From an optimization exercise on the open Yosys and OpenROAD flow, aimed at small area; shortcuts taken in it are not production practice.
In this exercise RTL edits were held to simulation tests only and were not proved equivalent to the original.
Power is estimated from default activity; no workload was simulated.

==> flow/design.v <==
module dxl_decoder #(
    parameter TW = 32                      
) (
    input  wire          clk,
    input  wire          rst,              
    input  wire          in_valid,
    input  wire [7:0]    in_byte,
    input  wire [TW-1:0] in_t_start,
    input  wire [TW-1:0] in_t_end,
    output wire          out_valid,
    output wire [3:0]    out_kind,
    output wire [3:0]    out_cmd,
    output wire [TW-1:0] out_t_start,
    output wire [TW-1:0] out_t_end,
    output wire [1:0]    out_ptag,
    output wire [15:0]   out_int,
    output wire [7:0]    out_b0,
    output wire [7:0]    out_b1
);
    localparam [2:0] S_HEADER   = 3'd0,
                     S_ADDRESS  = 3'd1,
                     S_LENGTH   = 3'd2,
                     S_COMMAND  = 3'd3,
                     S_RAMADDR  = 3'd4,
                     S_ERRCODE  = 3'd5,
                     S_VALUE    = 3'd6,
                     S_CHECKSUM = 3'd7;
    reg [2:0]    state;
    reg [1:0]    cnt;
    reg [15:0]   rem;         
    reg [7:0]    b0;          
    reg [TW-1:0] t0;          
    wire step  = in_valid & ~rst;
    wire st_hd = (state == S_HEADER);
    wire st_ad = (state == S_ADDRESS);
    wire st_ln = (state == S_LENGTH);
    wire st_cm = (state == S_COMMAND);
    wire st_ck = (state == S_CHECKSUM);
    wire hi_z    = ~|rem[15:2];
    wire rem_z   = hi_z & ~rem[1] & ~rem[0];
    wire rem_3   = hi_z & rem[1] & rem[0];
    wire rem_ge4 = ~hi_z;
    wire second  = cnt[0];
    wire armed   = cnt[1] & ~st_hd;
    wire guard = armed & (st_ad | (rem_z & ~second));
    reg [7:0] hdr_b;
    always @* begin
        case (cnt)
            2'd0, 2'd1: hdr_b = 8'hFF;
            2'd2:       hdr_b = 8'hFD;
            default:    hdr_b = 8'h00;
        endcase
    end
    wire hmatch = (in_byte == hdr_b);
    wire hdone  = hmatch & (cnt == 2'd3);
    reg [3:0] cmd_dec;
    always @* begin
        case (in_byte)
            8'h01: cmd_dec = 4'd1;
            8'h02: cmd_dec = 4'd2;
            8'h03: cmd_dec = 4'd3;
            8'h04: cmd_dec = 4'd4;
            8'h05: cmd_dec = 4'd5;
            8'h06: cmd_dec = 4'd6;
            8'h08: cmd_dec = 4'd7;
            8'h10: cmd_dec = 4'd8;
            8'h55: cmd_dec = 4'd9;
            8'h82: cmd_dec = 4'd10;
            8'h83: cmd_dec = 4'd11;
            8'h92: cmd_dec = 4'd12;
            8'h93: cmd_dec = 4'd13;
            default: cmd_dec = 4'd0;
        endcase
    end
    reg [2:0] cmd_next;
    always @* begin
        case (cmd_dec)
            4'd1, 4'd6, 4'd7, 4'd8: cmd_next = S_CHECKSUM;
            4'd9:                   cmd_next = S_ERRCODE;
            4'd0:                   cmd_next = S_VALUE;
            default:                cmd_next = S_RAMADDR;
        endcase
    end
    wire va_done = second | ~rem_ge4;
    reg emit;
    always @* begin
        case (state)
            S_HEADER:  emit = hdone;
            S_LENGTH,
            S_RAMADDR,
            S_CHECKSUM: emit = second;
            S_VALUE:   emit = va_done;
            default:   emit = 1'b1;
        endcase
    end
    reg [2:0] state_n;
    reg [1:0] cnt_n;
    always @* begin
        state_n = state;
        cnt_n   = cnt;
        if (guard) begin
            state_n = S_HEADER;
            cnt_n   = 2'd0;
        end else begin
            case (state)
                S_HEADER: begin
                    if (hmatch) begin
                        cnt_n = cnt + 2'd1;
                        if (hdone) state_n = S_ADDRESS;
                    end else if (cnt != 2'd0) begin
                        state_n = S_ADDRESS;
                        cnt_n   = 2'b10;
                    end
                end
                S_ADDRESS: state_n = S_LENGTH;
                S_LENGTH: begin
                    cnt_n = {1'b0, ~second};
                    if (second) state_n = S_COMMAND;
                end
                S_COMMAND: begin
                    state_n = cmd_next;
                    cnt_n   = {~rem_z, 1'b0};
                end
                S_RAMADDR: begin
                    cnt_n[0] = ~second;
                    if (second) state_n = S_VALUE;
                end
                S_ERRCODE: state_n = rem_3 ? S_CHECKSUM : S_VALUE;
                S_VALUE: begin
                    cnt_n[0] = ~va_done;
                    if (va_done & rem_3) state_n = S_CHECKSUM;
                end
                default: begin  
                    cnt_n[0] = ~second;
                    if (second) begin
                        state_n = S_HEADER;
                        cnt_n   = 2'd0;
                    end
                end
            endcase
        end
    end
    wire        rem_ld = st_ln;            
    wire        rem_dc = in_valid & ~rem_z;
    reg  [15:0] rem_n;
    reg         bz;                        
    integer     i;
    always @* begin
        bz = 1'b1;
        for (i = 0; i < 16; i = i + 1) begin
            rem_n[i] = rem[i] ^ (rem_dc & bz);
            bz = bz & ~rem[i];
        end
        if (rem_ld) rem_n = {in_byte, b0};
    end
    always @(posedge clk) begin
        if (rst) begin
            state <= S_HEADER;
            cnt   <= 2'd0;
        end else if (in_valid) begin
            state <= state_n;
            cnt   <= cnt_n;
        end
    end
    wire          hold   = second | (st_hd & cnt[1]);
    wire [7:0]    b0_n   = hold ? b0 : in_byte;
    wire [TW-1:0] t0_n   = hold ? t0 : in_t_start;
    always @(posedge clk) begin
        b0  <= b0_n;
        t0  <= t0_n;
        rem <= rem_n;
    end
    wire pint = ~guard & ~st_hd & ~st_ck;      
    wire pbyt = ~guard & st_ck;                
    assign out_valid   = step & (guard | emit);
    assign out_kind    = guard ? 4'd8 : {1'b0, state};
    assign out_cmd     = (~guard & st_cm) ? cmd_dec : 4'd0;
    assign out_t_start = t0_n;
    assign out_t_end   = in_t_end;
    assign out_ptag    = {pbyt, pint};
    assign out_int     = {(pint & second) ? in_byte : 8'd0,
                          pint ? b0_n : 8'd0};
    assign out_b0      = pbyt ? in_byte : 8'd0;
    assign out_b1      = pbyt ? b0_n : 8'd0;
endmodule
==> flow/config.mk <==
export PLATFORM = sky130hd
export DESIGN_NAME = dxl_decoder
export DESIGN_NICKNAME = dxl_decoder
export VERILOG_FILES = /design/flow/design.v
export SDC_FILE = /design/flow/constraint.sdc
export NUM_CORES = 4
export LEC_CHECK = 0
export ABC_AREA = 1
export CAP_MARGIN = 0
export CORE_MARGIN = 2
export CORE_UTILIZATION = 40
export SLEW_MARGIN = 0
==> flow/constraint.sdc <==
create_clock -name core_clock -period 12.0 [get_ports {clk}]
set_input_delay 2.4000 -clock core_clock [delete_from_list [all_inputs] [get_ports {clk}]]
set_output_delay 2.4000 -clock core_clock [all_outputs]
set_load 0.01 [all_outputs]
standard.sh (not shown) runs the stock make flow with config.mk's settings and CLKGATE_MAP_FILE= SYNTH_SCRIPT=/design/flow/synth_recipe.tcl, a recipe that flattens the netlist after the stock synthesis.
==> flow/flow/run.sh <==
#!/bin/bash
# Standard ORFS layout with these changes:
#  - synthesis maps the logic with an area-oriented ABC script (flow/abc_area.script,
#    selected by ABC_AREA=1) instead of ORFS's, and without extracting half/full
#    adders first; registers are mapped as usual;
#  - port buffers use the smallest buffer cell (buf_1);
#  - a small clock tree (clkbuf_4, no dummy loads), and power recovery after
#    global routing, which downsizes cells with timing slack.
set -euo pipefail
here=$(pwd)
rm -rf scripts_local
cp -r "$FLOW_HOME/scripts" scripts_local
cp flow/abc_area.script scripts_local/abc_area.script
export SCRIPTS_DIR=$here/scripts_local
export ADDER_MAP_FILE=
export BUFFER_PORTS_ARGS="-buffer_cell sky130_fd_sc_hd__buf_1"
export CTS_ARGS="-sink_clustering_enable -repair_clock_nets -dont_use_dummy_load -buf_list sky130_fd_sc_hd__clkbuf_4"
export RECOVER_POWER=100
bash standard.sh > standard_flow.log 2>&1
==> flow/flow/abc_area.script <==
strash
balance -l
resub -K 6 -l
rewrite -l
resub -K 6 -N 2 -l
refactor -l
resub -K 8 -l
balance -l
resub -K 8 -N 2 -l
rewrite -l
resub -K 10 -l
rewrite -z -l
resub -K 10 -N 2 -l
balance -l
resub -K 12 -l
refactor -z -l
resub -K 12 -N 2 -l
rewrite -z -l
balance -l
dch -f
amap
mfs2
strash
balance -l
resub -K 6 -l
rewrite -l
resub -K 6 -N 2 -l
refactor -l
resub -K 8 -l
balance -l
resub -K 8 -N 2 -l
rewrite -l
resub -K 10 -l
rewrite -z -l
resub -K 10 -N 2 -l
balance -l
resub -K 12 -l
refactor -z -l
resub -K 12 -N 2 -l
rewrite -z -l
balance -l
dch -f
amap
mfs2
strash
balance -l
resub -K 6 -l
rewrite -l
resub -K 6 -N 2 -l
refactor -l
resub -K 8 -l
balance -l
resub -K 8 -N 2 -l
rewrite -l
resub -K 10 -l
rewrite -z -l
resub -K 10 -N 2 -l
balance -l
resub -K 12 -l
refactor -z -l
resub -K 12 -N 2 -l
rewrite -z -l
balance -l
dch -f
amap
mfs2
strash
balance -l
resub -K 6 -l
rewrite -l
resub -K 6 -N 2 -l
refactor -l
resub -K 8 -l
balance -l
resub -K 8 -N 2 -l
rewrite -l
resub -K 10 -l
rewrite -z -l
resub -K 10 -N 2 -l
balance -l
resub -K 12 -l
refactor -z -l
resub -K 12 -N 2 -l
rewrite -z -l
balance -l
dch -f
amap
Next try:
--- a/flow/design.v
+++ b/flow/design.v
@@ -17,14 +17,15 @@
     output wire [7:0]    out_b0,
     output wire [7:0]    out_b1
 );
-    localparam [2:0] S_HEADER   = 3'd0,
-                     S_ADDRESS  = 3'd1,
-                     S_LENGTH   = 3'd2,
-                     S_COMMAND  = 3'd3,
-                     S_RAMADDR  = 3'd4,
-                     S_ERRCODE  = 3'd5,
-                     S_VALUE    = 3'd6,
-                     S_CHECKSUM = 3'd7;
+    localparam [2:0] K_MASK     = 3'd6;
+    localparam [2:0] S_HEADER   = 3'd6,
+                     S_ADDRESS  = 3'd7,
+                     S_LENGTH   = 3'd4,
+                     S_COMMAND  = 3'd5,
+                     S_RAMADDR  = 3'd2,
+                     S_ERRCODE  = 3'd3,
+                     S_VALUE    = 3'd0,
+                     S_CHECKSUM = 3'd1;
     reg [2:0]    state;
     reg [1:0]    cnt;
     reg [15:0]   rem;         
@@ -173,7 +174,7 @@
     wire pint = ~guard & ~st_hd & ~st_ck;      
     wire pbyt = ~guard & st_ck;                
     assign out_valid   = step & (guard | emit);
-    assign out_kind    = guard ? 4'd8 : {1'b0, state};
+    assign out_kind    = guard ? 4'd8 : {1'b0, state ^ K_MASK};
     assign out_cmd     = (~guard & st_cm) ? cmd_dec : 4'd0;
     assign out_t_start = t0_n;
     assign out_t_end   = in_t_end;
Result:
- With this change the flow produced a layout that fails on max-capacitance violations, max-slew violations
- die area goes down by about 1.4%
- utilization grows by 1.1 points
- cell count falls by 2.2%
- worst setup slack loses 0.60 ns
- worst hold slack gets better by 0.0040 ns
- wire length falls by 1.2%
- first-iteration DRC count goes down by 1.1%
- global-route usage climbs by 0.83 points
- count of clock-buffer cells in the layout stays the same
- design area went down by about 1.4%
- power went up by about 13%
- synthesized cell count fell by about 2.5%

==> static timing again, ports no longer ideal <==
The flow's constraints put no driver on any port. The routed layouts listed below were extracted and timed again, unchanged, in two steps.
Step 1: set_driving_cell puts a clkbuf_16 on clk and a buf_2 on each other input, an assumption about the parent block.
Step 2, shift: input delay + t, output delay - t, t = (earliest + latest rising clock arrival at the registers) / 2. This alone moves slack from input paths to output paths.
a / b / c = ideal / step 1 / step 2; a / b = the first two.
| run | t, ns | setup slack, ns | worst register clock-pin slew, ns | worst slew at a driven data input, ns |
|---|---|---|---|---|
| the first run | 0.406 | 5.010 / 4.985 / 4.985 | 0.10 / 0.10 | 0.07 |
| the second run | 0.399 | 4.406 / 4.378 / 4.521 | 0.11 / 0.11 | 0.07 |
The setup slack of the first run, which loses most, moves by -0.025 ns with the drivers and by -0.025 ns with both steps.
